This is an optimization exercise on Yosys and OpenROAD, whose aim is small area and few clock cycles, not a production implementation.
The RTL was checked by simulation tests, not by an equivalence proof against the original design.
No activity file was given, so power comes from the tool's default toggle rates.

### design.v
module vs1063_ste (
    input  wire        clk,
    input  wire        rst,
    input  wire        host_we,
    input  wire [3:0]  host_addr,
    input  wire [31:0] host_wdata,
    output reg  [31:0] host_rdata,
    output wire        busy,
    output wire [11:0] src_addr,
    input  wire [7:0]  src_rdata,
    output wire [11:0] srcw_addr,
    input  wire [15:0] srcw_rdata,
    output wire        dst_we,
    output wire [11:0] dst_addr,
    output wire [7:0]  dst_wdata,
    output reg         lines_oe,
    output reg         cs_cmd_n,
    output reg         cs_data_n,
    output reg         chip_rst_n,
    output wire        sck,
    output wire        mosi,
    input  wire        miso,
    input  wire        ready
);
    localparam [2:0] E_OK         = 3'd0;
    localparam [2:0] E_INV_FORMAT = 3'd2;
    localparam [2:0] E_OUT_OF_BND = 3'd3;
    localparam [2:0] E_INV_ARG    = 3'd4;
    localparam [2:0] E_ILLEGAL    = 3'd5;
    localparam [2:0] E_NOT_INIT   = 3'd6;
    localparam [4:0] S_IDLE = 5'd0;
    localparam [4:0] S_EXEC = 5'd1;
    localparam [4:0] S_WR   = 5'd2;    
    localparam [4:0] S_LAST = 5'd3;    
    localparam [4:0] S_RAM2 = 5'd4;
    localparam [4:0] S_RMW2 = 5'd5;
    localparam [4:0] S_SGAT = 5'd6;    
    localparam [4:0] S_SSMP = 5'd7;    
    localparam [4:0] S_RAS  = 5'd8;    
    localparam [4:0] S_RRC  = 5'd9;    
    localparam [4:0] S_INI2 = 5'd10;
    localparam [4:0] S_PREC = 5'd11;   
    localparam [4:0] S_PHDR = 5'd12;
    localparam [4:0] S_PD   = 5'd13;
    localparam [4:0] S_AMAG = 5'd14;   
    localparam [4:0] S_AREC = 5'd15;
    localparam [4:0] S_AL1  = 5'd16;
    localparam [4:0] S_AL2  = 5'd17;
    localparam [4:0] S_AA1  = 5'd18;
    localparam [4:0] S_AA2  = 5'd19;
    localparam [4:0] S_AD   = 5'd20;
    localparam [4:0] S_AD2  = 5'd21;
    localparam [4:0] S_FIN  = 5'd22;   
    reg [7:0]  arg_reg;
    reg [15:0] arg_a;
    reg [15:0] arg_b;
    reg [31:0] buf_len;
    reg [15:0] result;
    reg [25:0] xcount;      
    reg [11:0] err_pos;
    reg [2:0]  err;
    reg        busy_r;
    reg        init_done;
    reg        ovr;
    reg        last_rdy;
    assign busy = busy_r;
    always @(*) begin
        case (host_addr)
            4'd1:    host_rdata = {24'd0, 1'b0, err, 1'b0, ovr, init_done, busy_r};
            4'd2:    host_rdata = {24'd0, arg_reg};
            4'd3:    host_rdata = {16'd0, arg_a};
            4'd4:    host_rdata = {16'd0, arg_b};
            4'd5:    host_rdata = buf_len;
            4'd6:    host_rdata = {16'd0, result};
            4'd7:    host_rdata = {6'd0, xcount};
            4'd8:    host_rdata = {20'd0, err_pos};
            4'd9:    host_rdata = {27'd0, last_rdy,
                                   lines_oe & ~chip_rst_n,
                                   lines_oe & cs_data_n,
                                   lines_oe & cs_cmd_n,
                                   lines_oe};
            default: host_rdata = 32'd0;
        endcase
    end
    reg [4:0]  st;
    reg [3:0]  code;
    reg        ill;         
    reg        lbad;        
    reg [15:0] sh;          
    reg [7:0]  l_reg;       
    reg [2:0]  rsel;        
    reg        rd;          
    reg [11:0] p;           
    reg [12:0] rem;         
    reg [14:0] cnt;         
    reg [25:0] xc;          
    reg [5:0]  bc;          
    reg        run;         
    reg        freq;        
    reg        sck_r;
    reg        bdone;       
    reg        rle;         
    reg        odd;
    assign sck       = sck_r;
    assign src_addr  = p;
    assign srcw_addr = p;
    assign dst_addr  = xc[11:0];
    assign dst_wdata = sh[7:0];
    assign dst_we    = bdone & rd;
    wire strm = (st == S_SSMP);
    wire fend = run & ~strm & ~sck_r & bc[5];
    wire [7:0] b0 = {6'b000000, 1'b1, rd};
    localparam [2:0] R_USER = 3'd0;
    localparam [2:0] R_WADR = 3'd2;    
    localparam [2:0] R_WRAM = 3'd3;    
    localparam [2:0] R_AIAD = 3'd6;    
    localparam [2:0] R_CLKF = 3'd4;    
    localparam [2:0] R_VOL  = 3'd5;    
    reg [7:0] rb;
    always @(*) begin
        case (rsel)
            R_WADR:  rb = 8'h07;
            R_WRAM:  rb = 8'h06;
            R_AIAD:  rb = 8'h0A;
            R_CLKF:  rb = 8'h03;
            R_VOL:   rb = 8'h0B;
            default: rb = l_reg;
        endcase
    end
    wire       fbit = bc[3] ? rb[~bc[2:0]] : b0[~bc[2:0]];
    assign mosi = (strm | bc[4]) ? (rd | sh[15]) : fbit;
    wire bufc = ~ill & ((code == 4'h4) | (code == 4'h5) | (code == 4'hA) | (code == 4'hB));
    wire resc = ~ill & ((code == 4'h3) | (code == 4'h7) | (code == 4'h8) | (code == 4'h9));
    wire [11:0] p_inc   = p + 12'd1;
    wire [12:0] rem_dec = rem - 13'd1;
    wire [14:0] cnt_dec = cnt - 15'd1;
    wire [25:0] xc_inc  = xc + 26'd1;
    wire [25:0] xc_s    = bdone ? xc_inc : xc;
    wire        rem_z   = (rem == 13'd0);
    wire [11:0] rec_pos = p - ((st == S_AA2) ? 12'd4 : 12'd1);
    wire [14:0] hq   = srcw_rdata[15] ? 15'd1 : srcw_rdata[14:0];
    wire [15:0] cmpy = (st == S_PHDR) ? {1'b0, hq} : {cnt, odd};
    wire        fits = cmpy < {3'b000, rem};
    reg [7:0] magic;
    always @(*) begin
        case (p[1:0])
            2'd0:    magic = 8'h50;
            2'd1:    magic = 8'h26;
            default: magic = 8'h48;
        endcase
    end
    always @(posedge clk) begin
        if (rst) begin
            arg_reg    <= 8'd0;
            arg_a      <= 16'd0;
            arg_b      <= 16'd0;
            buf_len    <= 32'd0;
            result     <= 16'd0;
            xcount     <= 26'd0;
            err_pos    <= 12'd0;
            err        <= E_OK;
            busy_r     <= 1'b0;
            init_done  <= 1'b0;
            ovr        <= 1'b0;
            last_rdy   <= 1'b0;
            lines_oe   <= 1'b0;
            cs_cmd_n   <= 1'b1;
            cs_data_n  <= 1'b1;
            chip_rst_n <= 1'b1;
            st         <= S_IDLE;
            run        <= 1'b0;
            freq       <= 1'b0;
            sck_r      <= 1'b0;
            bdone      <= 1'b0;
        end else begin
            if (freq && !run) begin
                last_rdy <= ready;
                if (ready) begin
                    cs_cmd_n <= 1'b0;
                    run      <= 1'b1;
                    bc       <= 6'd0;
                    freq     <= 1'b0;
                end
            end
            if (run) begin
                if (sck_r) begin
                    sck_r <= 1'b0;
                    bc    <= bc + 6'd1;
                    if (strm | bc[4])
                        sh <= {sh[14:0], rd ? miso : sh[15]};
                    if (strm && bc[2:0] == 3'd7) begin
                        run   <= 1'b0;
                        bdone <= 1'b1;
                    end
                end else if (!strm && bc[5]) begin
                    cs_cmd_n <= 1'b1;
                    run      <= 1'b0;
                end else begin
                    sck_r <= 1'b1;
                end
            end
            if (host_we) begin
                case (host_addr)
                    4'd0: begin
                        if (busy_r) begin
                            ovr <= 1'b1;
                        end else begin
                            busy_r <= 1'b1;
                            st     <= S_EXEC;
                            code   <= host_wdata[3:0];
                            ill    <= (host_wdata[7:4] != 4'd0) || (host_wdata[3:0] == 4'h0) ||
                                      (host_wdata[3:1] == 3'b111);
                            sh     <= arg_a;
                            l_reg  <= arg_reg;
                            rsel   <= R_USER;
                            rem    <= buf_len[12:0];
                            lbad   <= (buf_len[31:13] != 19'd0) ||
                                      (buf_len[12] && buf_len[11:0] != 12'd0);
                            p      <= 12'd0;
                            xc     <= (host_wdata[3:1] == 3'b010 || host_wdata[3:1] == 3'b101) ? 26'd0 :
                                      {10'd0, host_wdata[3] ? arg_a : arg_b};
                        end
                    end
                    4'd2: arg_reg <= host_wdata[7:0];
                    4'd3: arg_a   <= host_wdata[15:0];
                    4'd4: arg_b   <= host_wdata[15:0];
                    4'd5: buf_len <= host_wdata;
                    default: ;
                endcase
            end
            case (st)
                S_EXEC: begin
                    rd <= (code == 4'h3) | (code == 4'h5) | (code == 4'h8) | (code == 4'h9);
                    if (ill) begin
                        err     <= E_ILLEGAL;
                        err_pos <= 12'd0;
                        busy_r  <= 1'b0;
                        st      <= S_IDLE;
                    end else if (!init_done && code != 4'hC) begin
                        err     <= E_NOT_INIT;
                        err_pos <= 12'd0;
                        if (bufc) xcount <= xc;
                        busy_r  <= 1'b0;
                        st      <= S_IDLE;
                    end else if (bufc && lbad) begin
                        err     <= E_INV_ARG;
                        err_pos <= 12'd0;
                        xcount  <= xc;
                        busy_r  <= 1'b0;
                        st      <= S_IDLE;
                    end else begin
                        case (code)
                            4'h1: st <= S_WR;
                            4'h2, 4'h3: begin
                                freq <= 1'b1;
                                st   <= S_LAST;
                            end
                            4'h4, 4'h5: st <= S_SGAT;
                            4'h6, 4'h7: begin
                                rsel <= R_WADR;
                                freq <= 1'b1;
                                st   <= S_RAM2;
                            end
                            4'h8, 4'h9: begin
                                freq <= 1'b1;
                                st   <= S_RMW2;
                            end
                            4'hA: st <= S_PREC;
                            4'hB: begin
                                if (rem < 13'd3) begin
                                    err     <= E_INV_FORMAT;
                                    err_pos <= 12'd0;
                                    xcount  <= xc;
                                    busy_r  <= 1'b0;
                                    st      <= S_IDLE;
                                end else begin
                                    st <= S_AMAG;
                                end
                            end
                            4'hC: begin
                                lines_oe   <= 1'b1;
                                cs_cmd_n   <= 1'b1;
                                cs_data_n  <= 1'b1;
                                chip_rst_n <= 1'b0;
                                init_done  <= 1'b1;
                                st         <= S_RAS;
                            end
                            default: begin  
                                chip_rst_n <= 1'b0;
                                st         <= S_RAS;
                            end
                        endcase
                    end
                end
                S_WR: begin
                    last_rdy <= ready;
                    if (ready) begin
                        err     <= E_OK;
                        err_pos <= 12'd0;
                        busy_r  <= 1'b0;
                        st      <= S_IDLE;
                    end
                end
                S_LAST: begin
                    if (fend) begin
                        err     <= E_OK;
                        err_pos <= 12'd0;
                        if (bufc) xcount <= xc;
                        if (resc) result <= sh;
                        busy_r  <= 1'b0;
                        st      <= S_IDLE;
                    end
                end
                S_RAM2: begin
                    if (fend) begin
                        sh   <= xc[15:0];
                        rsel <= R_WRAM;
                        rd   <= code[0];
                        freq <= 1'b1;
                        st   <= S_LAST;
                    end
                end
                S_RMW2: begin
                    if (fend) begin
                        sh   <= sh ^ (xc[15:0] & (code[0] ? sh : ~sh));
                        rd   <= 1'b0;
                        freq <= 1'b1;
                        st   <= S_LAST;
                    end
                end
                S_SGAT: begin
                    last_rdy <= ready;
                    if (ready) begin
                        cs_data_n <= 1'b0;
                        bc        <= 6'd0;
                        st        <= S_SSMP;
                    end
                end
                S_SSMP: begin
                    if (!run) begin
                        bdone <= 1'b0;
                        xc    <= xc_s;
                        if (!rem_z)
                            last_rdy <= ready;
                        if (!rem_z && ready) begin
                            sh[15:8] <= src_rdata;
                            p        <= p_inc;
                            rem      <= rem_dec;
                            sck_r    <= 1'b1;
                            run      <= 1'b1;
                        end else begin
                            cs_data_n <= 1'b1;
                            st        <= S_FIN;
                        end
                    end
                end
                S_RAS: begin
                    p <= p_inc;
                    if (p[8]) begin
                        chip_rst_n <= 1'b1;
                        st         <= S_RRC;
                    end
                end
                S_RRC: begin
                    if (p[10] && p[8]) begin
                        if (code[0]) begin
                            err     <= E_OK;
                            err_pos <= 12'd0;
                            busy_r  <= 1'b0;
                            st      <= S_IDLE;
                        end else begin
                            sh   <= 16'h6000;
                            rsel <= R_CLKF;
                            freq <= 1'b1;
                            st   <= S_INI2;
                        end
                    end else begin
                        p <= p_inc;
                    end
                end
                S_INI2: begin
                    if (fend) begin
                        sh   <= 16'h2020;
                        rsel <= R_VOL;
                        freq <= 1'b1;
                        st   <= S_LAST;
                    end
                end
                S_PREC: begin
                    if (rem_z) begin
                        err     <= E_OK;
                        err_pos <= 12'd0;
                        xcount  <= xc;
                        busy_r  <= 1'b0;
                        st      <= S_IDLE;
                    end else begin
                        sh   <= srcw_rdata;
                        p    <= p_inc;
                        rem  <= rem_dec;
                        st   <= S_PHDR;
                    end
                end
                S_PHDR: begin
                    if (!fits) begin
                        err     <= E_OUT_OF_BND;
                        err_pos <= rec_pos;
                        xcount  <= xc;
                        busy_r  <= 1'b0;
                        st      <= S_IDLE;
                    end else begin
                        cnt  <= srcw_rdata[14:0];
                        rle  <= srcw_rdata[15];
                        p    <= p_inc;
                        rem  <= rem_dec;
                        rsel <= R_WADR;
                        freq <= 1'b1;
                        st   <= S_PD;
                    end
                end
                S_PD: begin
                    if (fend) begin
                        rsel <= R_WRAM;
                        if (cnt == 15'd0) begin
                            if (rle) begin
                                p   <= p_inc;
                                rem <= rem_dec;
                            end
                            st <= S_PREC;
                        end else begin
                            sh   <= srcw_rdata;
                            if (!rle) begin
                                p   <= p_inc;
                                rem <= rem_dec;
                            end
                            cnt  <= cnt_dec;
                            xc   <= xc_inc;
                            freq <= 1'b1;
                        end
                    end
                end
                S_AMAG: begin
                    if (src_rdata != magic) begin
                        err     <= E_INV_FORMAT;
                        err_pos <= 12'd0;
                        xcount  <= xc;
                        busy_r  <= 1'b0;
                        st      <= S_IDLE;
                    end else begin
                        p   <= p_inc;
                        rem <= rem_dec;
                        if (p[1]) st <= S_AREC;
                    end
                end
                S_AREC: begin
                    if (rem_z) begin
                        err     <= E_OK;
                        err_pos <= 12'd0;
                        xcount  <= xc;
                        busy_r  <= 1'b0;
                        st      <= S_IDLE;
                    end else begin
                        odd  <= (src_rdata > 8'd3);    
                        rle  <= (src_rdata[1:0] == 2'd3);
                        p    <= p_inc;
                        rem  <= rem_dec;
                        st   <= S_AL1;
                    end
                end
                S_AL1: begin
                    if (odd) begin
                        err     <= E_INV_FORMAT;
                        err_pos <= rec_pos;
                        xcount  <= xc;
                        busy_r  <= 1'b0;
                        st      <= S_IDLE;
                    end else if (rem < 13'd4) begin
                        err     <= E_OUT_OF_BND;
                        err_pos <= rec_pos;
                        xcount  <= xc;
                        busy_r  <= 1'b0;
                        st      <= S_IDLE;
                    end else begin
                        cnt[14:7] <= src_rdata;
                        p         <= p_inc;
                        rem       <= rem_dec;
                        st        <= S_AL2;
                    end
                end
                S_AL2: begin
                    cnt[6:0] <= src_rdata[7:1];
                    odd      <= src_rdata[0];
                    p        <= p_inc;
                    rem      <= rem_dec;
                    st       <= S_AA1;
                end
                S_AA1: begin
                    sh[15:8] <= src_rdata;
                    p        <= p_inc;
                    rem      <= rem_dec;
                    st       <= S_AA2;
                end
                S_AA2: begin
                    sh[7:0] <= src_rdata;
                    if (rle) begin
                        rsel <= R_AIAD;
                        freq <= 1'b1;
                        st   <= S_LAST;
                    end else if (!fits) begin
                        err     <= E_OUT_OF_BND;
                        err_pos <= rec_pos;
                        xcount  <= xc;
                        busy_r  <= 1'b0;
                        st      <= S_IDLE;
                    end else begin
                        rsel <= R_WADR;
                        freq <= 1'b1;
                        p    <= p_inc;
                        rem  <= rem_dec;
                        st   <= S_AD;
                    end
                end
                S_AD: begin
                    if (fend) begin
                        rsel <= R_WRAM;
                        if (cnt == 15'd0) begin
                            if (odd) begin
                                p   <= p_inc;
                                rem <= rem_dec;
                            end
                            st <= S_AREC;
                        end else begin
                            sh[15:8] <= src_rdata;
                            p        <= p_inc;
                            rem      <= rem_dec;
                            freq     <= 1'b1;
                            st       <= S_AD2;
                        end
                    end
                end
                S_AD2: begin
                    sh[7:0] <= src_rdata;
                    p       <= p_inc;
                    rem     <= rem_dec;
                    cnt     <= cnt_dec;
                    xc      <= xc_inc;
                    st      <= S_AD;
                end
                S_FIN: begin
                    err     <= E_OK;
                    err_pos <= 12'd0;
                    xcount  <= xc;
                    busy_r  <= 1'b0;
                    st      <= S_IDLE;
                end
                default: ;
            endcase
        end
    end
endmodule
### flow/run.sh
#!/bin/bash
# Layout flow: the standard flow (standard.sh) with three changes.
#  1. After the standard synthesis, the combinational logic between the
#     registers is remapped for area by ABC (flow/resyn.tcl, flow/resyn.abc).
#     The registers stay the standard synthesis's own cell instances, with
#     the same names and cell types.
#  2. Port buffers use buf_1, the smallest buffer cell, instead of the cell
#     buffer_ports picks by default.
#  3. The clock tree is built from clkbuf_4, in clusters of at most 10 sinks
#     within 40 um, without dummy loads.
# Each tool's output goes to its own log in this folder: std_synth.log,
# resyn.log, std_layout.log (ORFS also keeps per-step logs under orfs/logs/).
set -euo pipefail
R=orfs/results/${FLOW_PLATFORM}/vs1063_ste/base

bash standard.sh synth > std_synth.log 2>&1

cp "$R/1_2_yosys.v" "$R/1_2_yosys_standard.v"
YOSYS=$(command -v yosys || true)
[[ -n "$YOSYS" ]] || YOSYS="$FLOW_HOME/../tools/install/yosys/bin/yosys"
RESYN_LIB="$FLOW_HOME/platforms/${FLOW_PLATFORM}/lib/sky130_fd_sc_hd__tt_025C_1v80.lib" \
RESYN_IN="$R/1_2_yosys_standard.v" \
RESYN_TOP="$FLOW_TOP" \
RESYN_ABC=flow/resyn.abc \
RESYN_STAT=resyn_stat.txt \
RESYN_OUT="$R/1_2_yosys.v" \
  "$YOSYS" -c flow/resyn.tcl > resyn.log 2>&1
rm -f "$R/1_synth.odb" "$R/1_synth.sdc"

export BUFFER_PORTS_ARGS="-buffer_cell sky130_fd_sc_hd__buf_1"
export CTS_ARGS="-sink_clustering_enable -repair_clock_nets -dont_use_dummy_load -buf_list sky130_fd_sc_hd__clkbuf_4 -sink_clustering_size 10 -sink_clustering_max_diameter 40"
bash standard.sh > std_layout.log 2>&1
### flow/resyn.abc
strash
dc2
dch -f
amap
strash
dc2
dch -f
amap
topo
### flow/resyn.tcl
# Remap the combinational logic of the standard synthesis netlist for area.
# Registers stay the standard synthesis's own cell instances (same names,
# same cell types); only the logic between them is rebuilt by ABC.
yosys -import
set lib $::env(RESYN_LIB)
read_liberty -ignore_miss_func $lib
read_verilog $::env(RESYN_IN)
hierarchy -top $::env(RESYN_TOP)
# sequential cells are kept as they are
setattr -mod -set keep_hierarchy 1 sky130_fd_sc_hd__*df* sky130_fd_sc_hd__*dl*
flatten
opt_clean -purge
techmap
opt_clean -purge
set du {}
foreach c {sky130_fd_sc_hd__probe_p_8 sky130_fd_sc_hd__probec_p_8 sky130_fd_sc_hd__lpflow_bleeder_1 sky130_fd_sc_hd__lpflow_clkbufkapwr_1 sky130_fd_sc_hd__lpflow_clkbufkapwr_16 sky130_fd_sc_hd__lpflow_clkbufkapwr_2 sky130_fd_sc_hd__lpflow_clkbufkapwr_4 sky130_fd_sc_hd__lpflow_clkbufkapwr_8 sky130_fd_sc_hd__lpflow_clkinvkapwr_1 sky130_fd_sc_hd__lpflow_clkinvkapwr_16 sky130_fd_sc_hd__lpflow_clkinvkapwr_2 sky130_fd_sc_hd__lpflow_clkinvkapwr_4 sky130_fd_sc_hd__lpflow_clkinvkapwr_8 sky130_fd_sc_hd__lpflow_decapkapwr_12 sky130_fd_sc_hd__lpflow_decapkapwr_3 sky130_fd_sc_hd__lpflow_decapkapwr_4 sky130_fd_sc_hd__lpflow_decapkapwr_6 sky130_fd_sc_hd__lpflow_decapkapwr_8 sky130_fd_sc_hd__lpflow_inputiso0n_1 sky130_fd_sc_hd__lpflow_inputiso0p_1 sky130_fd_sc_hd__lpflow_inputiso1n_1 sky130_fd_sc_hd__lpflow_inputiso1p_1 sky130_fd_sc_hd__lpflow_inputisolatch_1 sky130_fd_sc_hd__lpflow_isobufsrc_1 sky130_fd_sc_hd__lpflow_isobufsrc_16 sky130_fd_sc_hd__lpflow_isobufsrc_2 sky130_fd_sc_hd__lpflow_isobufsrc_4 sky130_fd_sc_hd__lpflow_isobufsrc_8 sky130_fd_sc_hd__lpflow_isobufsrckapwr_16 sky130_fd_sc_hd__lpflow_lsbuf_lh_hl_isowell_tap_1 sky130_fd_sc_hd__lpflow_lsbuf_lh_hl_isowell_tap_2 sky130_fd_sc_hd__lpflow_lsbuf_lh_hl_isowell_tap_4 sky130_fd_sc_hd__lpflow_lsbuf_lh_isowell_4 sky130_fd_sc_hd__lpflow_lsbuf_lh_isowell_tap_1 sky130_fd_sc_hd__lpflow_lsbuf_lh_isowell_tap_2 sky130_fd_sc_hd__lpflow_lsbuf_lh_isowell_tap_4} { lappend du -dont_use $c }
abc -liberty $lib {*}$du -script $::env(RESYN_ABC)
opt_clean -purge
# cell definitions back to library blackboxes
delete sky130_fd_sc_hd__*
read_liberty -lib $lib
hierarchy -top $::env(RESYN_TOP)
hilomap -singleton -hicell sky130_fd_sc_hd__conb_1 HI -locell sky130_fd_sc_hd__conb_1 LO
insbuf -buf sky130_fd_sc_hd__buf_4 A X
yosys rename -hide w:*.*
check -assert -mapped
tee -o $::env(RESYN_STAT) stat -liberty $lib
write_verilog -noattr -nohex -nodec $::env(RESYN_OUT)
### standard.sh
#!/bin/bash
# synth_recipe.tcl (not shown) runs the flow's synth.tcl, then flattens the netlist and writes it again
# the make line also repeats each setting of config.mk as NAME=value (left out here)
make -C /OpenROAD-flow-scripts/flow DESIGN_CONFIG=/design/flow/config.mk WORK_HOME=/design/flow/orfs CLKGATE_MAP_FILE= SYNTH_SCRIPT=/design/flow/synth_recipe.tcl "${@:-finish}"
### config.mk
export PLATFORM = sky130hd
export DESIGN_NAME = vs1063_ste
export DESIGN_NICKNAME = vs1063_ste
export VERILOG_FILES = /design/flow/design.v
export SDC_FILE = /design/flow/constraint.sdc
export NUM_CORES = 4
export LEC_CHECK = 0
export CAP_MARGIN = 20
export CORE_MARGIN = 2
export CORE_UTILIZATION = 40
export SLEW_MARGIN = 20
### constraint.sdc
create_clock -name core_clock -period 10.0 [get_ports {clk}]
set_input_delay 2.0000 -clock core_clock [delete_from_list [all_inputs] [get_ports {clk}]]
set_output_delay 2.0000 -clock core_clock [all_outputs]
set_load 0.01 [all_outputs]
==> results of run 1 <==
final timing paths:
kind                                         startpoint                  to  slack, ps
worst max register to register         st[3]$_SDFF_PP0_    rem[2]$_DFFE_PN_       1360
worst min register to register  arg_reg[2]$_SDFFE_PP0P_  l_reg[2]$_DFFE_PP_        450
worst max-delay path                   st[3]$_SDFF_PP0_    rem[2]$_DFFE_PN_       1360
worst min-delay path            arg_reg[2]$_SDFFE_PP0P_  l_reg[2]$_DFFE_PP_        450
cell type report:
| cell class | instances | area (um^2) | share of cell area |
|---|---|---|---|
| diodes | 2 | 5.00 | 0.000320 |
| repair buffers | 183 | 820 | 0.0525 |
| inverters | 289 | 1090 | 0.0695 |
| flip-flops and latches | 253 | 6150 | 0.393 |
| multi-input cells | 1223 | 6670 | 0.427 |
| clock buffers | 44 | 330 | 0.0211 |
| well taps | 455 | 569 | 0.0364 |
cell usage in the layout (no fill, tap or decap), drive strengths merged, types with 58 or more instances in the layout:
cell type / instances
buf: 183
nor2: 317
o21ai: 158
nor3: 58
a21oi: 168
clkinv: 289
nand2: 98
o22ai: 76
edfxtp: 108
dfxtp: 145
power breakdown:
group,leakage (nW),internal [mW],switching (mW)
Sequential,2.22,1.23,0.142
Clock,0.202,0.201,0.378
Combinational,2.63,0.303,0.670
Total,5.05,1.73,1.19
per-stage QoR:
step                      cell area (um^2)  power (mW)  hold WS, ps   util  std cells
final                                15600        2.92          445  0.450       2449
after global placement               15300        2.34          425  0.440       2403
after global routing                 15600        3.07          459  0.450       2449
after CTS                            15600        2.91          447  0.450       2447
after floorplan                      14200        1.98          416      -       1809
after detailed placement             15300        2.34          423  0.440       2403
critical path: cells and delay by family, from the launching register on:
| kind | cells | cell delay (ps) |
|---|---|---|
| AOI/OAI and AO/OA | 19 | 3330 |
| DFF | 1 | 590 |
| and+or+nand+nor | 11 | 2710 |
| buffers and inverters | 5 | 1850 |
layer usage:
layer / global-route usage / vias to the layer above / share of wire
li1: - / 6993 / -
met1: 0.440 / 7134 / 0.42
met2: 0.520 / 808 / 0.44
met3: 0.0476 / 192 / 0.077
met4: 0.183 / 2 / 0.064
met5: 0 / - / 0.00020
==> notes.md, run 1 <==
* Worst path slowest cell: nor2_1
* Area Growth Syn to Fin at 10.1%
* Cell Rows at 68
* Iter 0 DRT Violations at 1749
* Yosys warns at 1
* Status: timing/DRC/antenna clean
* Via count at approximately 15k
* Crit Path Category: reg -> reg
* WL final at 61500 um
* Final Hold Viols at 0
* CP max stage delay at approximately 830 ps
* Max-cap violation count at 0
* DRC viols at 0
* Syn Area/Cell at 7.85 um^2
* Cts repair resizes at 0
* Worst min-delay path class: reg -> reg
* GRT overflow at 0
* Post-synthesis instance total at 1809
* Nets@finish at 2059
* Lkg Pwr at 5.05 nW
* Final Cycle Share at 0.864
* CTS Buffer Depth at 3
* WL/cell at 25.1 um
* Vias in the first global route at about 14k
* Syn_nets at 1874
* Setup bufs post-CTS at 0
* Skew final at 130 ps
* Root buf cell: clkbuf_4
* Largest fanout on the critical path at 16
* Post-detail-place hpwl at about 47000 um
* Initial Util at 0.409
* Max VDD drop at 0.0000964 V
* Final worst setup slack at 1360 ps
* Fmax at 116 MHz
* Die Y at 192 um
* Pre-CTS WS at 1560 ps
* Die width at roughly 190 um
* RSZ-0062 raised after global routing: false
* # setup viols final at 0
* # H-tree levels at 2
* Critical Path Sink Type: flip-flop
* Hold Buf Count CTS at 0
* R2R cell count at 35
* Pin count of the biggest net entering global routing at 53
* Clock buffer count from CTS at 44
* Final ANT Viol Nets at 0
* Area of the mapped netlist at 14200 um^2
* Final min period at 8640 ps
* Initial antenna violation count at 3
* CP most frequent cell: nor2_1
* Share of layout cells above drive strength 1 at 0.0447
* Slew @ Worst Pin at 1110 ps
* GRT Util Overall at 0.331
* Largest registers: buf_len: 32 flops, xc: 26 flops, xcount: 26 flops
* Slew Viols, Final at 0
* PwrDens at 187 nW/um^2
* Clock-pin slew on the worst setup and hold paths at ~100 ps
* Critical Path Start Type: flip-flop
* First-pass GRT wire length at 90800 um
* GPL Wtd Cong at 1.01
* Hold Path Cell Cnt at 0
* I/O Pins at 149
* Worst slew margin at 0.254
* Fillers at 3653
* Port bufs at 148
* Drt first pass iters at 8
* Setup TNS at 0 ps
* Max reg flops at 32
* Worst path required time at 10440 ps
* Die area at 37000 um^2
* CTS tree: yes
* Clock Sink Count at 253
* Clock latency (worst-skew pair) at 760 ps
* Vias/cell at roughly 6
* Largest reg by FF count: buf_len
* Core area at 34700 um^2
* Worst EP arrival at between 9000 and 10000 ps
Testbench counts, summed over its fixed seeds: cycles 637,937.
==> run 2: changes to the inputs <==
--- a/flow/run.sh
+++ b/flow/run.sh
@@ -6,7 +6,7 @@
 #     the same names and cell types.
 #  2. Port buffers use buf_1, the smallest buffer cell, instead of the cell
 #     buffer_ports picks by default.
-#  3. The clock tree is built from clkbuf_4, in clusters of at most 10 sinks
+#  3. The clock tree is built from clkbuf_4, in clusters of at most 6 sinks
 #     within 40 um, without dummy loads.
 # Each tool's output goes to its own log in this folder: std_synth.log,
 # resyn.log, std_layout.log (ORFS also keeps per-step logs under orfs/logs/).
@@ -28,5 +28,5 @@
 rm -f "$R/1_synth.odb" "$R/1_synth.sdc"
 
 export BUFFER_PORTS_ARGS="-buffer_cell sky130_fd_sc_hd__buf_1"
-export CTS_ARGS="-sink_clustering_enable -repair_clock_nets -dont_use_dummy_load -buf_list sky130_fd_sc_hd__clkbuf_4 -sink_clustering_size 10 -sink_clustering_max_diameter 40"
+export CTS_ARGS="-sink_clustering_enable -repair_clock_nets -dont_use_dummy_load -buf_list sky130_fd_sc_hd__clkbuf_4 -sink_clustering_size 6 -sink_clustering_max_diameter 40"
 bash standard.sh > std_layout.log 2>&1
==> run 2 against run 1 <==
Largest cell class unchanged. Still clean on timing, DRC and antenna. Combinational power increased by 0.5%. Die area stayed put. Power is 1.7% higher. Maximum frequency barely moved. Cell area is 0.32% higher. Via count increased by 1.1%. Cell count increased by 0.24%. First-iteration DRC count grew 0.91%.
==> notes.md, run 2 <==
* Status: timing/DRC/antenna clean
* Clock-pin slew on the worst setup and hold paths at around 70 ps
* Core Util, Final at 0.452
* Critical Path Start Type: flip-flop
* Largest fanout on the critical path at 16
* Vias in the first global route at 14.2k
* Worst slew margin at 0.279
* Clock Sink Count at 253
* WL final at 61900 um
* Hold Buf Count CTS at 0
* Setup TNS at 0 ps
* Syn_nets at between 1.5k and 2k
* Critical Path Sink Type: flip-flop
* Post-detail-place hpwl at between 40000 and 50000 um
* Max reg flops at 32
* Hold_ws at between 400 and 500 ps
* Clock buffer count from CTS at a little over 50
* CP most frequent cell: nor2_1
* RSZ-0062 raised after global routing: false
* Final ANT Viol Nets at 0
* I/O Pins at 149
* # H-tree levels at 2
* Area Growth Syn to Fin at 10.4%
* Drt first pass iters at 6
* Worst min-delay path class: reg -> reg
* Slew @ Worst Pin at 1070 ps
* GPL Wtd Cong at 1.01
* Port bufs at roughly 150
* Final worst setup slack at 1350 ps
* Pre-CTS WS at 1560 ps
* Skew final at around 65 ps
* Pwr Total at 2.97 mW
* Die width at 192 um
* CTS Buffer Depth at 3
* Root buf cell: clkbuf_4
* Via count at 15.3k
* DRC viols at 0
* Final Hold Viols at 0
* PwrDens at about 190 nW/um^2
* WL/cell at 25.2 um
* Met3 Track Usage GR at 0.0498
* Iter 0 DRT Violations at 1765
* Nets@finish at ~2.1k
* Area of the mapped netlist at about 14000 um^2
* Grt met2 use at 0.522
* Die area at 37000 um^2
* Yosys warns at 1
* Share of layout cells above drive strength 1 at 0.0480
* Max VDD drop at between 0.00009 and 0.0001 V
* Lkg Pwr at 5.08 nW
* Vias/cell at 6.23
* Crit Path Category: reg -> reg
* Setup bufs post-CTS at 0
* Largest reg by FF count: buf_len
* Max-cap violation count at 0
* R2r setup slk at 1350 ps
* Busiest grt layer: met2
* Die Y at between 150 and 200 um
* Post-synthesis instance total at 1809
* CTS tree: yes
* Clock latency (worst-skew pair) at 730 ps
* Grt met1 use at 0.443
* Largest registers: buf_len: 32 flops, xc: 26 flops, xcount: 26 flops
* First-pass GRT wire length at 91800 um
* Worst EP arrival at 9160 ps
* GRT overflow at 0
* Worst path slowest cell: dfxtp_1
* Most common cell after layout, fill and taps aside: nor2_1
* Syn Area/Cell at 7.85 um^2
* Cell Rows at 68
* Commonest non-fill, non-tap cells in the layout: nor2_1, clkinv_1, a21oi_1
* Cts repair resizes at 0
* Initial Util at 0.409
* Slew Viols, Final at 0
* Pin count of the biggest net entering global routing at 53
* Core area at between 30000 and 40000 um^2
* Final min period at 8650 ps
* # setup viols final at 0
* GRT Util Overall at 0.334
* Final Cycle Share at 0.865
* CP max stage delay at approximately 590 ps
* Fmax at 116 MHz
* Initial antenna violation count at 2
* Worst path required time at 10510 ps
## run 2: worst max-delay path, delay by kind of cell (launching register included)
| family | cells | cell delay, ps |
|---|---|---|
| flops | 1 | 590 |
| simple gates | 15 | 2850 |
| compound gates | 19 | 3520 |
| buf+inv | 6 | 1540 |
## run 2: layout make-up
cell class	count	area [um^2]
diodes	1	2.50
clock buffers	51	383
fillers	3657	19000
inverters	289	1090
multi-input cells	1223	6670
flip-flops and latches	253	6150
well taps	455	569
repair buffers	183	820
## run 2: per-layer routing
layer | vias to the layer above | routed length (um)
li1 | 7010 | -
met1 | 7255 | 25400
met2 | 848 | 27600
met3 | 185 | 5020
met4 | 2 | 3840
met5 | - | 12
## run 2: power breakdown
part / internal [mW] / leakage, nW / switching [mW]
sequential: 1.23 / 2.22 / 0.141
combinational: 0.303 / 2.63 / 0.675
clock: 0.232 / 0.235 / 0.392
## run 2: stage by stage
step           instance area [um^2]  instances
2_1_floorplan                 14200       1809
5_1_grt                       15700       2455
6_report                      15700       2455
3_5_place_dp                  15300       2403
4_1_cts                       15700       2454
3_3_place_gp                  15300       2403
## run 2: path summary, 6_finish.rpt
check	startpoint	endpoint	depth (start not counted)
setup / recovery	st[3]$_SDFF_PP0_	p[7]$_DFFE_PN_	40
hold reg to reg	arg_reg[2]$_SDFFE_PP0P_	l_reg[2]$_DFFE_PP_	0
hold / removal	arg_reg[2]$_SDFFE_PP0P_	l_reg[2]$_DFFE_PP_	0
setup reg to reg	st[3]$_SDFF_PP0_	p[7]$_DFFE_PN_	40
==> run 3: changes to the inputs <==
==> flow/resyn.abc (replaced) <==
strash
&get -n
&deepsyn -T 30
&put
dch -f
amap
topo
==> run 3 against run 2 <==
Synthesized cell count is 9.8% lower. Synthesized area is 7.1% lower. Sequential share of layout area is 3.0 points higher. Die area is 7.0% lower. Power is 36% lower. Sequential power is 18% lower. Cell count is 8.1% lower. Register-to-register slack better by 40 ps.
==> notes.md, run 3 <==
* Post-route cell area at 14600 um^2
* GPL Wtd Cong at roughly 0.97
* Hold Buf Count CTS at 0
* Slew Viols, Final at 0
* Critical Path Sink Type: flip-flop
* Pwr Total at 1.91 mW
* # setup viols final at 0
* Max-cap violation count at 0
* Largest registers: buf_len: 32 flops, xc: 26 flops, xcount: 26 flops
* Worst slew margin at 0.265
* Area Growth Syn to Fin at 10.5%
* Pin count of the biggest net entering global routing at 34
* Final ANT Viol Nets at 0
* Yosys warns at 1
* Die Y at 186 um
* GRT Util Overall at 0.301
* WL/cell at ~23 um
* Post-DP Area at 14200 um^2
* DRC viols at 0
* Clock buffer count from CTS at 53
* Largest reg by FF count: buf_len
* Die width at 186 um
* Most common cell after layout, fill and taps aside: clkinv_1
* Drt first pass iters at 7
* Max VDD drop at roughly 0.000075 V
* Port bufs at 148
* Slew @ Worst Pin at 1100 ps
* Final Cycle Share at 0.861
* Commonest non-fill, non-tap cells in the layout: clkinv_1, nor2_1, o22ai_1
* CP max stage delay at 760 ps
* Nets@finish at around 1.9k
* Share of layout cells above drive strength 1 at 0.0453
* Hold_ws at roughly 450 ps
* Status: timing/DRC/antenna clean
* Fillers at 3320
* Syn_nets at roughly 1.7k
* Initial Util at 0.406
* Final worst setup slack at 1390 ps
* Skew final at 109 ps
* Fmax at 116 MHz
* Reg-to-Reg Start: st[2]$_SDFF_PP0_
* RSZ-0062 raised after global routing: false
* Clock latency (worst-skew pair) at 720 ps
* R2R cell count at 37
* CTS Buffer Depth at 3
* Worst Path Buf+Inv at 4
* Vias in the first global route at 12.5k
* Cell family with most CP delay: compound AO/OA/AOI/OAI gates
* Final Hold Viols at 0
* Iter 0 DRT Violations at around 1.6k
* Worst min-delay path class: reg -> reg
* Max reg flops at 32
* Worst Setup SP: st[2]$_SDFF_PP0_
* R2r setup slk at 1390 ps
* Cell Rows at 66
* Setup TNS at 0 ps
* Root buf cell: clkbuf_4
* Area of the mapped netlist at 13200 um^2
* # H-tree levels at 2
* Setup bufs post-CTS at 0
* I/O Pins at 149
* R2R Path End: p[11]$_DFFE_PN_
* Crit Path Category: reg -> reg
* Post-detail-place hpwl at ~39000 um
* CTS tree: yes
* Hold_sp: arg_reg[6]$_SDFFE_PP0P_
* Cts repair resizes at 0
* Lkg Pwr at 4.70 nW
* Via count at 13.3k
* Die area at 34400 um^2
* Initial antenna violation count at 1
* WL final at 52000 um
* Syn Area/Cell at 8.08 um^2
* Worst EP arrival at between 9000 and 10000 ps
* Post-synthesis instance total at 1631
* First-pass GRT wire length at 77400 um
* Critical Path Start Type: flip-flop
* Worst path required time at 10460 ps
* Worst path slowest cell: o21ai_0
* Hold Path Cell Cnt at 0
* Clock Sink Count at 253
* Final min period at approximately 8600 ps
* GRT overflow at 0
* CP most frequent cell: nor2_1
* Core area at 32500 um^2
* Largest fanout on the critical path at 14
* Vias/cell at 5.88
* PwrDens at between 100 and 150 nW/um^2
* Clock-pin slew on the worst setup and hold paths at 70 ps
* Pre-CTS WS at 1510 ps
* Hold worst-path end: l_reg[6]$_DFFE_PP_
## run 3: changes by cell type in the layout (fill, tap and decap cells not counted), sizes merged, moves of 12 or more
cell    previous run  this run
a21oi            168        68
a221oi            47         6
a22oi             47        11
buf              183       171
clkinv           289       328
nor2             317       265
o21a              21        33
o21ai            158        93
o22ai             76       186
## run 3: stage by stage
stage / instances / utilization
final: 2255 / 0.449
after global routing: 2255 / 0.449
after CTS: 2253 / 0.448
after detailed placement: 2200 / 0.436
after global placement: 2200 / 0.436
after floorplan: 1631 / -
## run 3: cell type report
cell class / instances / area (um^2) / share of cell area
antenna: 1 / 2.50 / 0.000172
clock buffer: 53 / 398 / 0.0273
inverter: 329 / 1230 / 0.0848
multi-input combinational: 1005 / 5490 / 0.377
sequential: 253 / 6150 / 0.422
tap: 442 / 553 / 0.0380
timing repair buffer: 172 / 736 / 0.0505
## run 3: metal layers
layer	global-route usage	vias up	share of wire
met1	0.404	6255	0.41
met4	0.117	0	0.039
met3	0.0648	118	0.10
met2	0.476	707	0.45
li1	-	6187	-
met5	0	-	0
## run 3: worst max-delay path by stage
stage | end | slack [ps] | cells past startpoint
floorplan | rem[9]$_DFFE_PN_ | 3110 | 32
global placement | p[11]$_DFFE_PN_ | 1820 | 33
detailed placement | p[11]$_DFFE_PN_ | 1510 | 37
CTS | p[11]$_DFFE_PN_ | 1560 | 37
global route | p[11]$_DFFE_PN_ | 430 | 37
finish | p[11]$_DFFE_PN_ | 1390 | 37
## run 3: power by group
group | switching (mW) | internal (mW) | total, mW | leakage (nW)
combinational | 0.118 | 0.0513 | 0.170 | 2.25
clock | 0.369 | 0.240 | 0.610 | 0.244
sequential | 0.0285 | 1.11 | 1.13 | 2.21
total | 0.516 | 1.40 | 1.91 | 4.70
==> run 4: changes to the inputs <==
--- a/design.v
+++ b/design.v
@@ -87,7 +87,6 @@
     reg        ill;         
     reg        lbad;        
     reg [15:0] sh;          
-    reg [7:0]  l_reg;       
     reg [2:0]  rsel;        
     reg        rd;          
     reg [11:0] p;           
@@ -124,7 +123,7 @@
             R_AIAD:  rb = 8'h0A;
             R_CLKF:  rb = 8'h03;
             R_VOL:   rb = 8'h0B;
-            default: rb = l_reg;
+            default: rb = rem[7:0];
         endcase
     end
     wire       fbit = bc[3] ? rb[~bc[2:0]] : b0[~bc[2:0]];
@@ -141,6 +140,7 @@
     wire [14:0] hq   = srcw_rdata[15] ? 15'd1 : srcw_rdata[14:0];
     wire [15:0] cmpy = (st == S_PHDR) ? {1'b0, hq} : {cnt, odd};
     wire        fits = cmpy < {3'b000, rem};
+    wire w_buf = (host_wdata[3:1] == 3'b010) || (host_wdata[3:1] == 3'b101);
     reg [7:0] magic;
     always @(*) begin
         case (p[1:0])
@@ -211,13 +211,12 @@
                             ill    <= (host_wdata[7:4] != 4'd0) || (host_wdata[3:0] == 4'h0) ||
                                       (host_wdata[3:1] == 3'b111);
                             sh     <= arg_a;
-                            l_reg  <= arg_reg;
                             rsel   <= R_USER;
-                            rem    <= buf_len[12:0];
+                            rem    <= w_buf ? buf_len[12:0] : {5'd0, arg_reg};
                             lbad   <= (buf_len[31:13] != 19'd0) ||
                                       (buf_len[12] && buf_len[11:0] != 12'd0);
                             p      <= 12'd0;
-                            xc     <= (host_wdata[3:1] == 3'b010 || host_wdata[3:1] == 3'b101) ? 26'd0 :
+                            xc     <= w_buf ? 26'd0 :
                                       {10'd0, host_wdata[3] ? arg_a : arg_b};
                         end
                     end
==> run 4 against run 3 <==
Via count up 3.8%. Clock-buffer cell count unchanged. Routed wire length up 4.9%. Sequential power about the same. Cell count up 1.6%. Combinational power up 4%. Critical path type unchanged. Largest cell class unchanged. Highest routed layer unchanged.
==> notes.md, run 4 <==
* Placed instance count at roughly 2.2k
* Slew Viols, Final at 0
* DRC viols at 0
* Fmax at 114 MHz
* Die Y at 185 um
* Slew @ Worst Pin at around 1100 ps
* Largest registers: buf_len: 32 flops, xc: 26 flops, xcount: 26 flops
* PwrDens at 130 nW/um^2
* Root buf cell: clkbuf_4
* Critical Path Start Type: flip-flop
* Worst Path Buf+Inv at 6
* Setup TNS at 0 ps
* Max VDD drop at 0.0000756 V
* RSZ-0062 raised after global routing: false
* WL final at between 50000 and 60000 um
* Hold_ws at 465 ps
* Core Util, Final at 0.446
* Die area at 34200 um^2
* Final min period at 8760 ps
* Critical Path Sink Type: flip-flop
* Final ANT Viol Nets at 0
* Share of layout cells above drive strength 1 at 0.0433
* Via count at around 14k
* Area of the mapped netlist at 13100 um^2
* Hold Buf Count CTS at 0
* Final Non-Filler Cells at 2292
* Max-cap violation count at 0
* Drt first pass iters at 6
* Post-route cell area at 14400 um^2
* Die width at 185 um
* Cell family with most CP delay: simple AND/OR/NAND/NOR gates
* Max reg flops at 32
* Clock latency (worst-skew pair) at approximately 730 ps
* Final Hold Viols at 0
* Pin count of the biggest net entering global routing at 60
* CTS tree: yes
* Largest reg by FF count: buf_len
* Worst slew margin at 0.263
* Largest fanout on the critical path at 17
* Vias/cell at 6.01
* First-pass GRT wire length at 80200 um
* Final Cycle Share at 0.876
* Port bufs at about 150
* Setup bufs post-CTS at 0
* Most common cell after layout, fill and taps aside: clkinv_1
* Yosys warns at 1
* GRT Util Overall at 0.316
* Skew final at 118 ps
* Clock Sink Count at 245
* CP max stage delay at 720 ps
* Post-synthesis instance total at 1669
* Initial Util at 0.404
* Post-DP Area at 14000 um^2
* Cell Rows at 66
* Worst EP arrival at 9290 ps
* Iter 0 DRT Violations at around 1.5k
* Nets@finish at 1916
* Vias in the first global route at between 10k and 15k
* CP most frequent cell: nor2_1
* Syn_nets at 1734
* I/O Pins at 149
* CTS Buffer Depth at 3
* Worst path required time at 10530 ps
* Worst min-delay path class: reg -> reg
* Worst path slowest cell: dfxtp_1
* GPL Wtd Cong at 0.950
* Area Growth Syn to Fin at 10.4%
* Cts repair resizes at 0
* # H-tree levels at 2
* Final worst setup slack at 1240 ps
* Clock-pin slew on the worst setup and hold paths at 80 ps
* Pre-CTS WS at approximately 1500 ps
* Lkg Pwr at 4.67 nW
* Pwr Total at 1.88 mW
* Syn Area/Cell at around 8 um^2
* Crit Path Category: reg -> reg
* WL/cell at 23.8 um
* Post-detail-place hpwl at a little over 40000 um
* Clock buffer count from CTS at 53
* Commonest non-fill, non-tap cells in the layout: clkinv_1, nor2_1, o22ai_1
* Status: timing/DRC/antenna clean
* Initial antenna violation count at 1
* # setup viols final at 0
* Core area at 32400 um^2
* GRT overflow at 0
[run 4: tightest hold or removal path: cells and delay by family (launching register included)]
kind	cells	cell delay, ps
AOI/OAI and AO/OA	1	70
buffers and inverters	1	50
DFF	1	290
[run 4: path summary, 6_finish.rpt]
kind / cells after the start / end / from / slack, ps
min reg2reg: 2 / err_pos[7]$_SDFFE_PP0P_ / err_pos[7]$_SDFFE_PP0P_ / 460
max: 41 / rem[12]$_DFFE_PN_ / st[2]$_SDFF_PP0_ / 1240
max reg2reg: 41 / rem[12]$_DFFE_PN_ / st[2]$_SDFF_PP0_ / 1240
min: 2 / err_pos[7]$_SDFFE_PP0P_ / err_pos[7]$_SDFFE_PP0P_ / 460
[run 4: routing by layer]
metal | vias to the layer above | share of wire | track usage
met3 | 194 | 0.092 | 0.0556
met2 | 774 | 0.44 | 0.497
met5 | - | 0 | 0
met1 | 6499 | 0.41 | 0.413
met4 | 0 | 0.058 | 0.172
li1 | 6303 | - | -
[run 4: cell type report]
cell class,count,area [um^2]
antenna,1,2.50
clock buffer,53,398
fill,3423,17900
inverter,328,1230
multi-input combinational,1052,5620
sequential,245,5910
tap,442,553
timing repair buffer,171,728
[run 4: where the power goes]
group,internal (mW),switching (mW),total (mW),leakage [nW]
Combinational,0.0514,0.125,0.177,2.29
Sequential,1.07,0.0295,1.10,2.13
Clock,0.240,0.369,0.608,0.244
Testbench counts of run 4, summed over its fixed seeds: cycles 637,937.
==> run 5: changes to the inputs <==
--- a/design.v
+++ b/design.v
@@ -87,7 +87,7 @@
     reg        ill;         
     reg        lbad;        
     reg [15:0] sh;          
-    reg [2:0]  rsel;        
+    reg        fa;          
     reg        rd;          
     reg [11:0] p;           
     reg [12:0] rem;         
@@ -109,22 +109,17 @@
     wire strm = (st == S_SSMP);
     wire fend = run & ~strm & ~sck_r & bc[5];
     wire [7:0] b0 = {6'b000000, 1'b1, rd};
-    localparam [2:0] R_USER = 3'd0;
-    localparam [2:0] R_WADR = 3'd2;    
-    localparam [2:0] R_WRAM = 3'd3;    
-    localparam [2:0] R_AIAD = 3'd6;    
-    localparam [2:0] R_CLKF = 3'd4;    
-    localparam [2:0] R_VOL  = 3'd5;    
+    wire usr = (code[3:1] == 3'b001) | (code[3:1] == 3'b100);
     reg [7:0] rb;
     always @(*) begin
-        case (rsel)
-            R_WADR:  rb = 8'h07;
-            R_WRAM:  rb = 8'h06;
-            R_AIAD:  rb = 8'h0A;
-            R_CLKF:  rb = 8'h03;
-            R_VOL:   rb = 8'h0B;
-            default: rb = rem[7:0];
-        endcase
+        if (usr)
+            rb = rem[7:0];
+        else if (code == 4'hC)
+            rb = fa ? 8'h03 : 8'h0B;
+        else if (code == 4'hB && st == S_LAST)
+            rb = 8'h0A;
+        else
+            rb = fa ? 8'h07 : 8'h06;
     end
     wire       fbit = bc[3] ? rb[~bc[2:0]] : b0[~bc[2:0]];
     assign mosi = (strm | bc[4]) ? (rd | sh[15]) : fbit;
@@ -195,6 +190,7 @@
                 end else if (!strm && bc[5]) begin
                     cs_cmd_n <= 1'b1;
                     run      <= 1'b0;
+                    fa       <= 1'b0;
                 end else begin
                     sck_r <= 1'b1;
                 end
@@ -211,7 +207,6 @@
                             ill    <= (host_wdata[7:4] != 4'd0) || (host_wdata[3:0] == 4'h0) ||
                                       (host_wdata[3:1] == 3'b111);
                             sh     <= arg_a;
-                            rsel   <= R_USER;
                             rem    <= w_buf ? buf_len[12:0] : {5'd0, arg_reg};
                             lbad   <= (buf_len[31:13] != 19'd0) ||
                                       (buf_len[12] && buf_len[11:0] != 12'd0);
@@ -256,7 +251,7 @@
                             end
                             4'h4, 4'h5: st <= S_SGAT;
                             4'h6, 4'h7: begin
-                                rsel <= R_WADR;
+                                fa   <= 1'b1;
                                 freq <= 1'b1;
                                 st   <= S_RAM2;
                             end
@@ -313,7 +308,6 @@
                 S_RAM2: begin
                     if (fend) begin
                         sh   <= xc[15:0];
-                        rsel <= R_WRAM;
                         rd   <= code[0];
                         freq <= 1'b1;
                         st   <= S_LAST;
@@ -369,7 +363,7 @@
                             st      <= S_IDLE;
                         end else begin
                             sh   <= 16'h6000;
-                            rsel <= R_CLKF;
+                            fa   <= 1'b1;
                             freq <= 1'b1;
                             st   <= S_INI2;
                         end
@@ -380,7 +374,6 @@
                 S_INI2: begin
                     if (fend) begin
                         sh   <= 16'h2020;
-                        rsel <= R_VOL;
                         freq <= 1'b1;
                         st   <= S_LAST;
                     end
@@ -411,14 +404,13 @@
                         rle  <= srcw_rdata[15];
                         p    <= p_inc;
                         rem  <= rem_dec;
-                        rsel <= R_WADR;
+                        fa   <= 1'b1;
                         freq <= 1'b1;
                         st   <= S_PD;
                     end
                 end
                 S_PD: begin
                     if (fend) begin
-                        rsel <= R_WRAM;
                         if (cnt == 15'd0) begin
                             if (rle) begin
                                 p   <= p_inc;
@@ -501,7 +493,6 @@
                 S_AA2: begin
                     sh[7:0] <= src_rdata;
                     if (rle) begin
-                        rsel <= R_AIAD;
                         freq <= 1'b1;
                         st   <= S_LAST;
                     end else if (!fits) begin
@@ -511,7 +502,7 @@
                         busy_r  <= 1'b0;
                         st      <= S_IDLE;
                     end else begin
-                        rsel <= R_WADR;
+                        fa   <= 1'b1;
                         freq <= 1'b1;
                         p    <= p_inc;
                         rem  <= rem_dec;
@@ -520,7 +511,6 @@
                 end
                 S_AD: begin
                     if (fend) begin
-                        rsel <= R_WRAM;
                         if (cnt == 15'd0) begin
                             if (odd) begin
                                 p   <= p_inc;
==> run 5 against run 4 <==
Sequential power is 17% higher. Clock power rose by 2%. Cell area decreased by 2.5%. Combinational power grew to 4.7 times the previous value. Largest power group unchanged. Highest routed layer unchanged.
==> notes.md, run 5 <==
* Worst path slowest cell: a2111oi_1
* Nets@finish at 1843
* Via count at 13.3k
* GPL Wtd Cong at 0.955
* Worst min-delay path class: reg -> reg
* Root buf cell: clkbuf_4
* Area Growth Syn to Fin at 10.2%
* First-pass GRT wire length at 79300 um
* # H-tree levels at 2
* DRC viols at 0
* Clock latency (worst-skew pair) at 780 ps
* Critical Path Start Type: flip-flop
* Largest registers: buf_len: 32 flops, xc: 26 flops, xcount: 26 flops
* WL final at 53200 um
* Vias/cell at 6.12
* CTS tree: yes
* GRT Util Overall at 0.316
* Max reg flops at 32
* Hold Buf Count CTS at 0
* Status: timing/DRC/antenna clean
* Final worst setup slack at 2050 ps
* CP max stage delay at approximately 740 ps
* Cell family with most CP delay: simple AND/OR/NAND/NOR gates
* Core area at 31500 um^2
* Clock-pin slew on the worst setup and hold paths at 80 ps
* Crit Path Category: reg -> reg
* Largest fanout on the critical path at 14
* I/O Pins at 149
* Worst EP arrival at approximately 8500 ps
* CP most frequent cell: nor2_1
* CTS Buffer Depth at 3
* Commonest non-fill, non-tap cells in the layout: clkinv_1, nor2_1, o22ai_1
* Grt met1 use at 0.434
* GRT overflow at 0
* Skew final at 116 ps
* Final Hold Viols at 0
* Largest reg by FF count: buf_len
* Most common cell after layout, fill and taps aside: clkinv_1
* Comb power frac at 0.304
* # setup viols final at 0
* Lkg Pwr at 4.57 nW
* Post-DP Area at 13700 um^2
* Setup TNS at 0 ps
* Port bufs at 148
* Slew Viols, Final at 0
* Initial Util at 0.406
* Grt met2 use at 0.485
* Cell internal pwr at 1.67 mW
* Initial antenna violation count at 1
* Met3 Track Usage GR at 0.0559
* Drt first pass iters at 6
* Busiest grt layer: met2
* Clock buffer count from CTS at 52
* Fmax at about 130 MHz
* Yosys warns at 1
* Final ANT Viol Nets at 0
* Vias in the first global route at 12.4k
* Reg-to-Reg Start: st[3]$_SDFF_PP0_
* RSZ-0062 raised after global routing: false
* Die width at between 150 and 200 um
* Worst path required time at 10530 ps
* Die area at approximately 33000 um^2
* Post-synthesis instance total at 1599
* WL/cell at 24.4 um
* Max-cap violation count at 0
* Worst Path Buf+Inv at 6
* Hold_ws at between 400 and 500 ps
* Switching share of power at 0.392
* PwrDens at 195 nW/um^2
* Hold_sp: xcount[23]$_SDFFE_PP0P_
* Die Y at 183 um
* Setup bufs post-CTS at 0
* Syn Area/Cell at 7.99 um^2
* Seq pwr share at 0.471
* R2r setup slk at 2050 ps
* Syn_nets at 1664
* Clk network pwr share at 0.225
* Net Switching at 1.08 mW
* Pin count of the biggest net entering global routing at slightly below 60
* Max VDD drop at 0.0000915 V
* Slew @ Worst Pin at 1060 ps
* Final min period at 7950 ps
* Cts repair resizes at 0
* Clock Sink Count at 243
* Share of layout cells above drive strength 1 at 0.0450
* Worst slew margin at 0.289
* Worst Setup SP: st[3]$_SDFF_PP0_
* Cell Rows at 65
* Post-detail-place hpwl at 40700 um
* Area of the mapped netlist at 12800 um^2
* Final Cycle Share at 0.795
* Post-route cell area at between 10000 and 15000 um^2
* Critical Path Sink Type: flip-flop
* Pre-CTS WS at 1700 ps
* Iter 0 DRT Violations at between 1k and 1.5k
[run 5: final cells by class]
type	instances	area, um^2
Inverter	322	1210
Clock buffer	52	390
Multi-Input combinational cell	990	5410
Timing Repair Buffer	169	713
Fill cell	3254	17400
Tap cell	402	503
Antenna cell	1	2.50
Sequential cell	243	5850
[run 5: stage by stage]
stage,total power [mW],util,cells
3_3_place_gp,2.13,0.434,2126
6_report,2.75,0.447,2179
5_1_grt,2.87,0.447,2179
2_1_floorplan,1.82,-,1599
4_1_cts,2.73,0.447,2178
3_5_place_dp,2.12,0.434,2126
[run 5: routing by layer]
layer,routed length [um],vias up
li1,-,6110
met1,22100,6246
met2,23100,814
met3,5340,162
met4,2610,0
met5,0,-
[run 5: power groups by stage]
stage / clock (mW) / combinational (mW) / sequential, mW
floorplan: 0 / 0.557 / 1.26
detailed placement: 0 / 0.812 / 1.31
finish: 0.618 / 0.835 / 1.29
global placement: 0 / 0.817 / 1.31
CTS: 0.628 / 0.815 / 1.29
global route: 0.660 / 0.909 / 1.30
[run 5: worst register-to-register path, delay by kind of cell, from the launching register on]
kind / cells / cell delay, ps
AO/OA/AOI/OAI: 15 / 2950
AND/OR/NAND/NOR: 21 / 3170
flip-flops: 1 / 540
buffers and inverters: 6 / 1120
[run 5: worst paths after layout]
path,to,cells past startpoint
setup / recovery,p[11]$_DFFE_PN_,42
hold / removal,xcount[23]$_SDFFE_PP0P_,2
setup reg to reg,p[11]$_DFFE_PN_,42
hold reg to reg,xcount[23]$_SDFFE_PP0P_,2
Testbench counts of run 5, summed over its fixed seeds: cycles 637,937.
==> run 6: changes to the inputs <==
--- a/config.mk
+++ b/config.mk
@@ -7,5 +7,5 @@
 export LEC_CHECK = 0
 export CAP_MARGIN = 20
 export CORE_MARGIN = 2
-export CORE_UTILIZATION = 40
+export CORE_UTILIZATION = 65
 export SLEW_MARGIN = 20
==> run 6 against run 5 <==
Die area decreased by 38%. Sequential cell count unchanged. Cell count fell by 7.1%. Via count grew 4.4%. Sequential power shrank 5%. Maximum frequency up 3.2%. Non-clock buffer count down 5. First-iteration DRC count grew 54%. Clock power down 6.8%. Worst setup slack better by 250 ps. Synthesized cell count is 0.56% lower. Still clean on timing, DRC and antenna.
==> notes.md, run 6 <==
* Worst Path Buf+Inv at 4
* Post-synthesis instance total at 1590
* Final ANT Viol Nets at 0
* Die Y at 144 um
* Root buf cell: clkbuf_4
* Clock-pin slew on the worst setup and hold paths at 80 ps
* CP most frequent cell: nor2_1
* Share of layout cells above drive strength 1 at 0.0381
* Critical Path Start Type: flip-flop
* Syn_nets at 1655
* Drt first pass iters at 6
* Worst path slowest cell: dfxtp_1
* Reg area at a little under 6000 um^2
* Core area at 19400 um^2
* Critical path depth at 33
* Pwr Total at 2.39 mW
* Post-detail-place hpwl at 36800 um
* Critical Path Sink Type: flip-flop
* Worst min-delay path class: reg -> reg
* Grt met2 use at 0.693
* Clk network pwr share at 0.240
* Area Growth Syn to Fin at 8.22%
* Cts repair resizes at 0
* First-pass GRT wire length at 72000 um
* Setup TNS at 0 ps
* Area of the multi-input gates at 5430 um^2
* Max reg flops at 32
* RSZ-0062 raised after global routing: false
* Placed instance count at 1975
* CTS tree: yes
* Max VDD drop at between 0.0001 and 0.00015 V
* Die area at 20800 um^2
* Pin count of the biggest net entering global routing at 65
* Setup bufs post-CTS at 0
* Cell internal pwr at 1.54 mW
* Slew @ Worst Pin at between 1000 and 1500 ps
* Core Util, Final at 0.713
* R2r setup slk at 2300 ps
* Crit Path Category: reg -> reg
* Slew Viols, Final at 0
* Comb power frac at 0.248
* Largest reg by FF count: buf_len
* Area of the mapped netlist at 12800 um^2
* WL/cell at 24.2 um
* Hold Buf Count CTS at 0
* Vias/cell at just under 7
* Busiest grt layer: met2
* Yosys warns at 1
* Reg-to-Reg Start: st[0]$_SDFF_PP0_
* Vias in the first global route at 12.6k
* # setup viols final at 0
* DRC viols at 0
* WL final at approximately 49000 um
* Clock latency (worst-skew pair) at approximately 700 ps
* GRT overflow at 0
* Port bufs at 148
* Clock buffer count from CTS at 48
* Commonest non-fill, non-tap cells in the layout: clkinv_1, nor2_1, o22ai_1
* PwrDens at approximately 170 nW/um^2
* Iter 0 DRT Violations at 2240
* Worst slew margin at 0.207
* Met3 Track Usage GR at 0.142
* Seq pwr share at 0.511
* GPL Wtd Cong at 1.09
* Die width at about 140 um
* Nets@finish at 1825
* Switching share of power at 0.355
* Final min period at 7700 ps
* Worst path required time at 10440 ps
* Largest registers: buf_len: 32 flops, xc: 26 flops, xcount: 26 flops
* CTS Buffer Depth at 3
* Fmax at 130 MHz
* Setup crit end: xc[25]$_DFFE_PP_
* Final Hold Viols at 0
* Max-cap violation count at 0
* Cell Rows at 51
* Initial Util at 0.659
* Lkg Pwr at 4.55 nW
* GRT Util Overall at 0.464
* Grt met1 use at 0.590
* Initial antenna violation count at 2
* I/O Pins at between 100 and 150
* # H-tree levels at 2
* CP max stage delay at 700 ps
* Net Switching at 850 uW
* Fillers at 1578
* Final Cycle Share at 0.770
* Cell family with most CP delay: simple AND/OR/NAND/NOR gates
* Most common cell after layout, fill and taps aside: clkinv_1
* Status: timing/DRC/antenna clean
* Largest fanout on the critical path at 20
* R2R cell count at 33
* Skew final at 68.8 ps
* Worst Setup SP: st[0]$_SDFF_PP0_
* Final Non-Filler Cells at between 2k and 2.5k
* R2R Path End: xc[25]$_DFFE_PP_
* Worst EP arrival at 8140 ps
* Via count at roughly 14k
* Syn Area/Cell at 8.04 um^2
* Clock Sink Count at 243
[run 6: worst min-delay path, delay by kind of cell, from the launching register on]
kind / cells / cell delay [ps]
DFF: 1 / 300
AOI/OAI and AO/OA: 1 / 70
buffers and inverters: 1 / 50
[run 6: worst min-delay path by stage]
stage,start,to,depth (start not counted)
after floorplan,last_rdy$_SDFF_PP0_,last_rdy$_SDFF_PP0_,2
after global placement,xcount[22]$_SDFFE_PP0P_,xcount[22]$_SDFFE_PP0P_,2
after detailed placement,xcount[22]$_SDFFE_PP0P_,xcount[22]$_SDFFE_PP0P_,2
after CTS,xcount[22]$_SDFFE_PP0P_,xcount[22]$_SDFFE_PP0P_,2
after global routing,xcount[19]$_SDFFE_PP0P_,xcount[19]$_SDFFE_PP0P_,2
final,xcount[17]$_SDFFE_PP0P_,xcount[17]$_SDFFE_PP0P_,2
[run 6: cell type report]
class	count	share of cell area
Tap cell	265	0.0240
Inverter	315	0.0855
Clock buffer	48	0.0260
Timing Repair Buffer	164	0.0488
Antenna cell	2	0.000362
Sequential cell	243	0.423
Multi-Input combinational cell	988	0.393
[run 6: routing by layer]
| metal | vias to the layer above | part of all wire |
|---|---|---|
| met2 | 1309 | 0.42 |
| met3 | 307 | 0.15 |
| met1 | 6219 | 0.35 |
| li1 | 6078 | - |
| met4 | 0 | 0.079 |
| met5 | - | 0 |
[run 6: power by group through the flow]
stage	Clock [mW]	Sequential [mW]	Combinational (mW)
floorplan	0	1.21	0.407
global placement	0	1.24	0.557
detailed placement	0	1.24	0.566
CTS	0.561	1.22	0.569
global route	0.604	1.23	0.637
finish	0.576	1.22	0.594
[run 6: per-stage QoR]
step                      setup WS [ps]  instance area [um^2]  hold WS [ps]
after floorplan                    3280                 12800           422
after global placement             2400                 13500           454
after detailed placement           2100                 13500           459
after CTS                          2480                 13800           472
after global routing               1670                 13800           487
final                              2300                 13800           471
==> run 7: changes to the inputs <==
--- a/design.v
+++ b/design.v
@@ -167,6 +167,19 @@
             freq       <= 1'b0;
             sck_r      <= 1'b0;
             bdone      <= 1'b0;
+            code       <= 4'd0;
+            ill        <= 1'b0;
+            lbad       <= 1'b0;
+            sh         <= 16'd0;
+            fa         <= 1'b0;
+            rd         <= 1'b0;
+            p          <= 12'd0;
+            rem        <= 13'd0;
+            cnt        <= 15'd0;
+            xc         <= 26'd0;
+            bc         <= 6'd0;
+            rle        <= 1'b0;
+            odd        <= 1'b0;
         end else begin
             if (freq && !run) begin
                 last_rdy <= ready;
==> run 7 against run 6 <==
Still clean. Via count grew 4.1%. Synthesized cell count is 5.1% higher. Cell area down 4.1%. Maximum frequency fell by 2.6%. Power fell by 20%. Sequential share of layout area fell by 5.6 points. Die area shrank 4.3%. First-iteration DRC count grew 7.6%. Cell count up 2.6%. Combinational power shrank 44%. Non-clock buffer count up 2. Critical path type unchanged. Largest power group unchanged.
==> notes.md, run 7 <==
* Status: timing/DRC/antenna clean
* Worst slew margin at 0.216
* WL/cell at 24.2 um
* Final Non-Filler Cells at slightly above 2k
* Worst EP arrival at 8490 ps
* Final min period at 7910 ps
* Slew Viols, Final at 0
* Pwr Total at 1.92 mW
* Post-route cell area at 13300 um^2
* Skew final at 84.2 ps
* Crit Path Category: reg -> reg
* Iter 0 DRT Violations at 2410
* Largest reg by FF count: buf_len
* RSZ-0062 raised after global routing: false
* Placed instance count at 2026
* Fmax at between 100 and 150 MHz
* Clock latency (worst-skew pair) at 710 ps
* Max-cap violation count at 0
* Vias in the first global route at 13.1k
* Slew @ Worst Pin at 1170 ps
* Final Hold Viols at 0
* Initial antenna violation count at 1
* CP most frequent cell: o21ai_0
* Pre-CTS WS at 1930 ps
* Final worst setup slack at 2090 ps
* Critical Path Sink Type: flip-flop
* Final Cycle Share at 0.791
* Die width at about 140 um
* Worst path slowest cell: a2111oi_1
* # setup viols final at 0
* Worst path required time at 10580 ps
* Cell Rows at 50
* Nets@finish at 1909
* Root buf cell: clkbuf_4
* Share of layout cells above drive strength 1 at 0.0380
* Hold_ws at 465 ps
* GRT overflow at 0
* Syn_nets at 1736
* Area of the multi-input gates at 5830 um^2
* GPL Wtd Cong at 1.05
* Syn Area/Cell at roughly 7.3 um^2
* Final ANT Viol Nets at 0
* Max reg flops at 32
* Clock Sink Count at 243
* Cts repair resizes at 0
* WL final at 50200 um
* # H-tree levels at 2
* Hold Buf Count CTS at 0
* Die area at between 15000 and 20000 um^2
* CTS Buffer Depth at 3
* Post-DP Area at between 10000 and 15000 um^2
* Via count at 14.5k
* Core area at 18600 um^2
* Pin count of the biggest net entering global routing at 44
* Clock buffer count from CTS at 49
* Clock-pin slew on the worst setup and hold paths at 70 ps
* Port bufs at 148
* Initial Util at 0.658
* First-pass GRT wire length at 75300 um
* Critical Path Start Type: flip-flop
* Area Growth Syn to Fin at 8.52%
* Area of the mapped netlist at ~12000 um^2
* CTS tree: yes
* I/O Pins at 149
* Yosys warns at 1
* Max VDD drop at 0.000107 V
* Reg area at ~5000 um^2
* Lkg Pwr at 4.28 nW
* Largest registers: buf_len: 32 flops, xc: 26 flops, xcount: 26 flops
* Core Util, Final at 0.714
* Most common cell after layout, fill and taps aside: clkinv_1
* Drt first pass iters at 9
* Fillers at 1477
* Setup bufs post-CTS at 0
* Post-detail-place hpwl at 37400 um
* DRC viols at 0
* Vias/cell at 6.97
* Worst min-delay path class: reg -> reg
* Largest fanout on the critical path at 24
* CP max stage delay at 760 ps
* Post-synthesis instance total at roughly 1.7k
* Commonest non-fill, non-tap cells in the layout: clkinv_1, dfxtp_1, nor2_1
* PwrDens at 145 nW/um^2
* Die Y at 141 um
* GRT Util Overall at 0.488
* Setup TNS at 0 ps
-- run 7: power by group --
group	leakage (nW)	switching [mW]	internal [mW]
Combinational	2.09	0.242	0.0918
Clock	0.225	0.360	0.223
Sequential	1.96	0.0234	0.983
-- run 7: final timing paths --
| path | from | slack (ps) | cells after the start | endpoint |
|---|---|---|---|---|
| worst min-delay path | result[7]$_SDFFE_PP0P_ | 470 | 2 | result[7]$_SDFFE_PP0P_ |
| worst min register to register | result[7]$_SDFFE_PP0P_ | 470 | 2 | result[7]$_SDFFE_PP0P_ |
| worst max-delay path | st[2]$_SDFF_PP0_ | 2090 | 35 | p[11]$_SDFF_PP0_ |
| worst max register to register | st[2]$_SDFF_PP0_ | 2090 | 35 | p[11]$_SDFF_PP0_ |
-- run 7: layout make-up --
type / count / area share
multi-input cells: 1062 / 0.439
flip-flops and latches: 243 / 0.367
repair buffers: 166 / 0.0527
well taps: 234 / 0.0221
inverters: 322 / 0.0911
clock buffers: 49 / 0.0277
diodes: 1 / 0.000189
-- run 7: critical path, delay by kind of cell (launching register included) --
kind / cells / cell delay (ps)
AOI/OAI and AO/OA: 20 / 3680
DFF: 1 / 710
buffers and inverters: 6 / 1600
and+or+nand+nor: 9 / 1840
-- run 7: layer usage --
metal / wire, um / track usage
met5: 0 / 0.0150
met4: 2970 / 0.242
met3: 8500 / 0.196
met2: 20100 / 0.687
met1: 18600 / 0.646
Testbench counts of run 7, summed over its fixed seeds: cycles 637,937.

Setup slack of run 7, layout unchanged: 2.094 ns with ideal ports, 2.094 ns with driving cells assumed (clock clkbuf_16, inputs buf_2), 1.882 ns with port delays also shifted by the 0.705 ns mid clock arrival.
